This is an optimization exercise on Yosys and OpenROAD, whose aim is small area, not a production implementation. Function was checked by simulation only, so behaviour that the tests miss may differ from the original. Power is estimated from default activity; no workload was simulated.

## ccsds_framer
module ccsds_framer (
    input  wire         clk,
    input  wire         rst,           
    input  wire         rx_valid,
    input  wire [1:0]   rx_kind,       
    input  wire [7:0]   rx_data,
    output wire         rx_ready,
    input  wire         stop_req,
    output wire         tx_valid,
    input  wire         tx_ready,
    input  wire         tx_open,
    output wire         tx_eos,
    output wire [2:0]   tx_version,
    output wire         tx_type,
    output wire         tx_shf,
    output wire [10:0]  tx_apid,
    output wire [1:0]   tx_seqflags,
    output wire [13:0]  tx_seqcnt,
    output wire [15:0]  tx_dlen,
    output wire [31:0]  tx_sh_week,
    output wire [31:0]  tx_sh_ms,
    output wire [5:0]   tx_ud_len,
    output wire [495:0] tx_ud,         
    output wire [15:0]  tx_checksum,
    output wire [2:0]   state,
    output wire [3:0]   err_cause,
    output wire [1:0]   err_phase,
    output wire [16:0]  err_count,
    output wire         done,
    output wire         fault
);
==> flow/config.mk <==
export PLATFORM = sky130hd
export DESIGN_NAME = ccsds_framer
export DESIGN_NICKNAME = ccsds_framer
export VERILOG_FILES = /design/flow/design.v
export SDC_FILE = /design/flow/constraint.sdc
export NUM_CORES = 4
export LEC_CHECK = 0
export CAP_MARGIN = 20
export CORE_MARGIN = 2
export CORE_UTILIZATION = 65
export PLACE_DENSITY = 0.72
export SLEW_MARGIN = 20
export SYNTH_HIERARCHICAL = 1
==> flow/constraint.sdc <==
create_clock -name core_clock -period 10.0 [get_ports {clk}]
set_input_delay 2.0000 -clock core_clock [delete_from_list [all_inputs] [get_ports {clk}]]
set_output_delay 2.0000 -clock core_clock [all_outputs]
set_load 0.01 [all_outputs]
standard.sh (not shown) runs the stock make flow with config.mk's settings and CLKGATE_MAP_FILE= SYNTH_SCRIPT=/design/flow/synth_recipe.tcl, a recipe that flattens the netlist after the stock synthesis.
==> flow/flow/run.sh <==
#!/bin/bash
# Standard ORFS layout (the standard.sh) with two changes:
#  - ports are buffered with the smallest buffer (buf_1)
#  - CTS: clkbuf_16 root, clkbuf_8 elsewhere, sink clusters of up to 20
#    within 60 um, and no dummy loads
# make's full output goes to flow_make.log; ORFS keeps each tool's log under orfs/logs.
set -euo pipefail
cd "$(dirname "$0")/.."
bash standard.sh \
  "BUFFER_PORTS_ARGS=-buffer_cell sky130_fd_sc_hd__buf_1" \
  "CTS_ARGS=-sink_clustering_enable -repair_clock_nets -dont_use_dummy_load -buf_list {sky130_fd_sc_hd__clkbuf_8} -root_buf sky130_fd_sc_hd__clkbuf_16 -sink_clustering_size 20 -sink_clustering_max_diameter 60" \
  finish > flow_make.log 2>&1
The starting point went through all stages and came out clean.
Then changed:
==> flow/flow/run.sh (replaced) <==
#!/bin/bash
# Standard ORFS layout (the standard.sh) with two changes:
#  - ports are buffered with the smallest buffer (buf_1)
#  - CTS: clkbuf_16 root, clkbuf_8 elsewhere, sink clusters of up to 16
#    within 50 um, and no dummy loads
# make's full output goes to flow_make.log; ORFS keeps each tool's log under orfs/logs.
set -euo pipefail
cd "$(dirname "$0")/.."
bash standard.sh \
  "BUFFER_PORTS_ARGS=-buffer_cell sky130_fd_sc_hd__buf_1" \
  "CTS_ARGS=-sink_clustering_enable -repair_clock_nets -dont_use_dummy_load -buf_list {sky130_fd_sc_hd__clkbuf_8} -root_buf sky130_fd_sc_hd__clkbuf_16 -sink_clustering_size 16 -sink_clustering_max_diameter 50" \
  finish > flow_make.log 2>&1
- CORE_UTILIZATION: 65 -> 80
- PLACE_DENSITY: 0.72 -> 0.86
Setup slack degrades by 480 ps; final area hardly moves; non-clock buffer count shrinks by 1; cell count fell by a few percent; global-route usage goes up by 7.0 points; die area fell by about a fifth; register-to-register slack is worse by 710 ps; via count climbs by a few percent; utilization rises by 15 points.
Then changed:
==> flow/flow/run.sh (replaced) <==
#!/bin/bash
# Standard ORFS layout (the standard.sh) with two changes:
#  - ports are buffered with the smallest buffer (buf_1)
#  - CTS: clkbuf_16 root, clkbuf_8 elsewhere, sink clusters of up to 20
#    within 60 um, and no dummy loads
# make's full output goes to flow_make.log; ORFS keeps each tool's log under orfs/logs.
set -euo pipefail
cd "$(dirname "$0")/.."
bash standard.sh \
  "BUFFER_PORTS_ARGS=-buffer_cell sky130_fd_sc_hd__buf_1" \
  "CTS_ARGS=-sink_clustering_enable -repair_clock_nets -dont_use_dummy_load -buf_list {sky130_fd_sc_hd__clkbuf_8} -root_buf sky130_fd_sc_hd__clkbuf_16 -sink_clustering_size 20 -sink_clustering_max_diameter 60" \
  finish > flow_make.log 2>&1
- CAP_MARGIN: 20 -> 10
- SLEW_MARGIN: 20 -> 10
Core utilization shrinks by 0.44 points.
Setup slack gains 23 ps.
Clock-buffer cell count shrinks by 39.
Die area stays the same.
Cell count shrinks slightly.
Wire length shrinks slightly.
Cell area shrinks slightly.
Clock skew grows by 7.9 ps.
Clock power shrinks by a little under a tenth.
Non-clock buffer count is unchanged.

========
old:
The RTL this note starts from:
==> flow/design.v <==
module ccsds_framer (
    input  wire         clk,
    input  wire         rst,           
    input  wire         rx_valid,
    input  wire [1:0]   rx_kind,       
    input  wire [7:0]   rx_data,
    output wire         rx_ready,
    input  wire         stop_req,
    output wire         tx_valid,
    input  wire         tx_ready,
    input  wire         tx_open,
    output wire         tx_eos,
    output wire [2:0]   tx_version,
    output wire         tx_type,
    output wire         tx_shf,
    output wire [10:0]  tx_apid,
    output wire [1:0]   tx_seqflags,
    output wire [13:0]  tx_seqcnt,
    output wire [15:0]  tx_dlen,
    output wire [31:0]  tx_sh_week,
    output wire [31:0]  tx_sh_ms,
    output wire [5:0]   tx_ud_len,
    output wire [495:0] tx_ud,         
    output wire [15:0]  tx_checksum,
    output wire [2:0]   state,
    output wire [3:0]   err_cause,
    output wire [1:0]   err_phase,
    output wire [16:0]  err_count,
    output wire         done,
    output wire         fault
);
    localparam [2:0] S_HDR    = 3'd0,
                     S_BODY   = 3'd1,
                     S_EMIT   = 3'd2,
                     S_STOP   = 3'd3,
                     S_FAULT  = 3'd4;
    localparam [2:0] C_TRUNC     = 3'd1,
                     C_CHECKSUM  = 3'd3,
                     C_CHCLOSED  = 3'd4,
                     C_UNDERLEN  = 3'd5,
                     C_IOFAIL    = 3'd6,
                     C_TOOLONG   = 3'd7;
    localparam W = 32 + 6 + 62*8 + 16;     
    function [15:0] crc_step;
        input [15:0] s;
        input [7:0]  b;
        integer i;
        reg [15:0] c;
        begin
            c = s ^ {b, 8'h00};
            for (i = 0; i < 8; i = i + 1)
                c = c[15] ? ((c << 1) ^ 16'h1021) : (c << 1);
            crc_step = c;
        end
    endfunction
    reg [2:0]  st;
    reg [5:0]  cnt;                
    reg [15:0] crc;
    reg        stop;
    reg [2:0]  e_cause;
    reg        e_body;             
    reg        nz4;                
    reg [7:0]   r_h0, r_h1, r_h2, r_h3;
    reg [5:0]   r_dlen;
    reg [495:0] r_d;
    reg [15:0]  r_ck;
    reg [W-1:0] f0, f1, f2, f3;
    reg [1:0]   wptr;
    reg [3:0]   rsel;              
    reg [2:0]   count;
    wire closed = (st == S_STOP) || (st == S_FAULT);
    wire r_shf  = r_h0[3];
    wire in_hdr   = (st == S_HDR);
    wire in_body  = (st == S_BODY);
    wire boundary = (cnt == 6'd0);
    assign rx_ready = (in_hdr && !(boundary && stop)) || in_body;
    wire   rx_fire  = rx_valid && rx_ready;
    wire   rx_byte  = rx_fire && (rx_kind == 2'd0);
    wire   pop      = tx_valid && tx_ready;
    wire [15:0] crc_in   = (in_hdr && boundary) ? 16'hFFFF : crc;
    wire [15:0] crc_next = crc_step(crc_in, rx_data);
    wire d_under  = r_shf ? (r_dlen < 6'd9) : (r_dlen == 6'd0);
    wire d_ck_bad = (crc != 16'h0000);
    wire full     = count[2];
    wire push     = (st == S_EMIT) && !d_under && !d_ck_bad && tx_open && !full;
    always @(posedge clk) begin
        if (rst) begin
            st      <= S_HDR;
            cnt     <= 6'd0;
            stop    <= 1'b0;
            e_cause <= 3'd0;
            e_body  <= 1'b0;
        end else begin
            if (stop_req)
                stop <= 1'b1;
            case (st)
            S_HDR: begin
                if (boundary && stop) begin
                    st <= S_STOP;
                end else if (rx_fire) begin
                    if (rx_kind == 2'd0) begin
                        if (cnt != 6'd5) begin
                            cnt <= cnt + 6'd1;
                        end else if (nz4 || rx_data[7:6] != 2'b00) begin
                            st      <= S_FAULT;
                            e_cause <= C_TOOLONG;
                        end else begin
                            cnt <= 6'd0;
                            st  <= S_BODY;
                        end
                    end else if (rx_kind == 2'd1 && boundary) begin
                        st <= S_STOP;
                    end else begin
                        st      <= S_FAULT;
                        e_cause <= (rx_kind == 2'd1) ? C_TRUNC : C_IOFAIL;
                    end
                end
            end
            S_BODY: begin
                if (rx_fire) begin
                    if (rx_kind == 2'd0) begin
                        if (cnt != r_dlen) begin
                            cnt <= cnt + 6'd1;
                        end else begin
                            cnt <= 6'd0;
                            st  <= S_EMIT;
                        end
                    end else begin
                        st      <= S_FAULT;
                        e_cause <= (rx_kind == 2'd1) ? C_TRUNC : C_IOFAIL;
                        e_body  <= 1'b1;
                    end
                end
            end
            S_EMIT: begin
                if (d_under) begin
                    st      <= S_FAULT;
                    e_cause <= C_UNDERLEN;
                end else if (d_ck_bad) begin
                    st      <= S_FAULT;
                    e_cause <= C_CHECKSUM;
                end else if (!tx_open) begin
                    st      <= S_FAULT;
                    e_cause <= C_CHCLOSED;
                end else if (!full) begin
                    st <= stop ? S_STOP : S_HDR;
                end
            end
            default: ;    
            endcase
        end
    end
    always @(posedge clk) begin
        if (rx_byte)
            crc <= crc_next;
    end
    wire hdr_wr  = rx_byte && in_hdr;
    wire body_wr = rx_byte && in_body;
    always @(posedge clk) begin
        if (hdr_wr && cnt == 6'd0) r_h0 <= rx_data;
        if (hdr_wr && cnt == 6'd1) r_h1 <= rx_data;
        if (hdr_wr && cnt == 6'd2) r_h2 <= rx_data;
        if (hdr_wr && cnt == 6'd3) r_h3 <= rx_data;
        if (hdr_wr && cnt == 6'd4) nz4  <= (rx_data != 8'h00);
        if (hdr_wr && cnt == 6'd5) r_dlen <= rx_data[5:0];
        if (body_wr)               r_ck <= {r_ck[7:0], rx_data};
    end
    wire [63:0] dec = 64'd1 << cnt;
    genvar p;
    generate
        for (p = 0; p < 62; p = p + 1) begin : g_rd
            localparam integer PS = (p < 54) ? p + 8 : p - 54;
            wire we = body_wr && (r_shf ? dec[PS] : dec[p]);
            always @(posedge clk)
                if (we) r_d[8*p +: 8] <= rx_data;
        end
    endgenerate
    wire [W-1:0] r_pkt = {r_ck, r_d, r_dlen, r_h3, r_h2, r_h1, r_h0};
    always @(posedge clk) begin
        if (push && wptr == 2'd0) f0 <= r_pkt;
        if (push && wptr == 2'd1) f1 <= r_pkt;
        if (push && wptr == 2'd2) f2 <= r_pkt;
        if (push && wptr == 2'd3) f3 <= r_pkt;
    end
    always @(posedge clk) begin
        if (rst) begin
            wptr  <= 2'd0;
            rsel  <= 4'b0001;
            count <= 3'd0;
        end else begin
            if (push)
                wptr <= wptr + 2'd1;
            if (pop)
                rsel <= {rsel[2:0], rsel[3]};
            count <= count + {2'b00, push} - {2'b00, pop};
        end
    end
    wire [W-1:0] head = ({W{rsel[0]}} & f0) | ({W{rsel[1]}} & f1) |
                        ({W{rsel[2]}} & f2) | ({W{rsel[3]}} & f3);
    wire [7:0]  h0   = head[7:0];
    wire [7:0]  h1   = head[15:8];
    wire [7:0]  h2   = head[23:16];
    wire [7:0]  h3   = head[31:24];
    wire [5:0]  dlen = head[37:32];
    wire [495:0] d   = head[533:38];
    wire [15:0] ck   = head[549:534];
    assign tx_valid    = (count != 3'd0);
    assign tx_eos      = (count == 3'd0) && closed;
    assign tx_version  = h0[7:5];
    assign tx_type     = h0[4];
    assign tx_shf      = h0[3];
    assign tx_apid     = {h0[2:0], h1};
    assign tx_seqflags = h2[7:6];
    assign tx_seqcnt   = {h2[5:0], h3};
    assign tx_dlen     = {10'd0, dlen};
    assign tx_sh_week  = {d[8*54 +: 8], d[8*55 +: 8], d[8*56 +: 8], d[8*57 +: 8]};
    assign tx_sh_ms    = {d[8*58 +: 8], d[8*59 +: 8], d[8*60 +: 8], d[8*61 +: 8]};
    assign tx_ud_len   = dlen - 6'd1 - {h0[3], 3'b000};
    assign tx_ud       = d;
    assign tx_checksum = ck;
    wire is_fault = (st == S_FAULT);
    wire ph_emit  = (e_cause == C_CHECKSUM) || (e_cause == C_CHCLOSED) ||
                    (e_cause == C_UNDERLEN);
    assign state     = st;
    assign err_cause = {1'b0, e_cause};
    assign err_phase = {ph_emit, e_body};
    assign err_count = {11'd0, is_fault ? cnt : 6'd0};
    assign done      = (st == S_STOP);
    assign fault     = is_fault;
endmodule
==> flow/config.mk <==
export PLATFORM = sky130hd
export DESIGN_NAME = ccsds_framer
export DESIGN_NICKNAME = ccsds_framer
export VERILOG_FILES = /design/flow/design.v
export SDC_FILE = /design/flow/constraint.sdc
export NUM_CORES = 4
export LEC_CHECK = 0
export CAP_MARGIN = 20
export CORE_MARGIN = 2
export CORE_UTILIZATION = 65
export CTS_BUF_LIST = sky130_fd_sc_hd__clkbuf_8
export PLACE_DENSITY = 0.72
export SLEW_MARGIN = 20
==> flow/constraint.sdc <==
create_clock -name core_clock -period 10.0 [get_ports {clk}]
set_input_delay 2.0000 -clock core_clock [delete_from_list [all_inputs] [get_ports {clk}]]
set_output_delay 2.0000 -clock core_clock [all_outputs]
set_load 0.01 [all_outputs]
==> flow/flow/run.sh <==
#!/bin/bash
# Standard ORFS layout with three changes:
#  - ports are buffered with the smallest buffer (buf_1)
#  - CTS inserts no dummy loads
set -euo pipefail
cd "$(dirname "$0")/.."
bash standard.sh \
  "BUFFER_PORTS_ARGS=-buffer_cell sky130_fd_sc_hd__buf_1" \
  "CTS_ARGS=-sink_clustering_enable -repair_clock_nets -dont_use_dummy_load -buf_list sky130_fd_sc_hd__clkbuf_8" \
  finish > flow_make.log 2>&1
The inputs of new differ from those of old as listed below.
==> flow/run.sh (new file) <==
#!/bin/bash
# synth_recipe.tcl (not shown) runs the flow's synth.tcl, then flattens the netlist and writes it again
# the make line also repeats each setting of config.mk as NAME=value (left out here)
make -C /OpenROAD-flow-scripts/flow DESIGN_CONFIG=/design/flow/config.mk WORK_HOME=/design/flow/orfs CLKGATE_MAP_FILE= SYNTH_SCRIPT=/design/flow/synth_recipe.tcl finish
removed: flow/flow/run.sh
removed: flow/standard.sh
Results
Among old and new, a clean, completed layout was produced by old alone.
[new] flow finished | final checks: failed | reasons: max-slew violations
Between old and new, cell-internal power is lower for old, new comes in above that.
Compared to old, the routing of new uses more wire.
Arrival time of data at the critical path endpoint, old and new: larger value in new
Met1 track demand over resource in global routing (new over old): increase, 1.9 points
Between old and new, the flow reports cell area increasing by a few percent.
new vs. old: area share of and/or/nand/nor cells after synthesis has remained practically unchanged; routability congestion estimate from global placement ~0 delta.

## re-timing with driven ports
No port has a modelled driver above. Below, the same layouts with a new extraction and two added sets of constraints.
Step 1 assumes that a clkbuf_16 drives the clock port and a buf_2 every other input.
Step 2 moves the port delays by t, midway between the first and last clock arrival at a register: inputs arrive t later, outputs are due t later. That takes back most of the time a late clock gives input paths.
Three values: no drivers, after step 1, after step 2; two values: the first two.
run | t (ns) | setup WS [ns] | worst setup path at the end
the first run of note 1 | 0.862 | 4.800 / 4.866 / 4.004 | input to register
the second run of note 1 | 0.886 | 4.318 / 4.318 / 3.563 | input to register
the third run of note 1 | 0.865 | 4.340 / 4.340 / 3.580 | input to register
old | 1.080 | 3.690 / 3.606 / 4.081 | input to register
new | 1.115 | 3.085 / 3.003 / 3.750 | input to register
The setup slack of the first run of note 1, which loses most, moves by +0.066 ns with the drivers and by -0.796 ns with both steps.
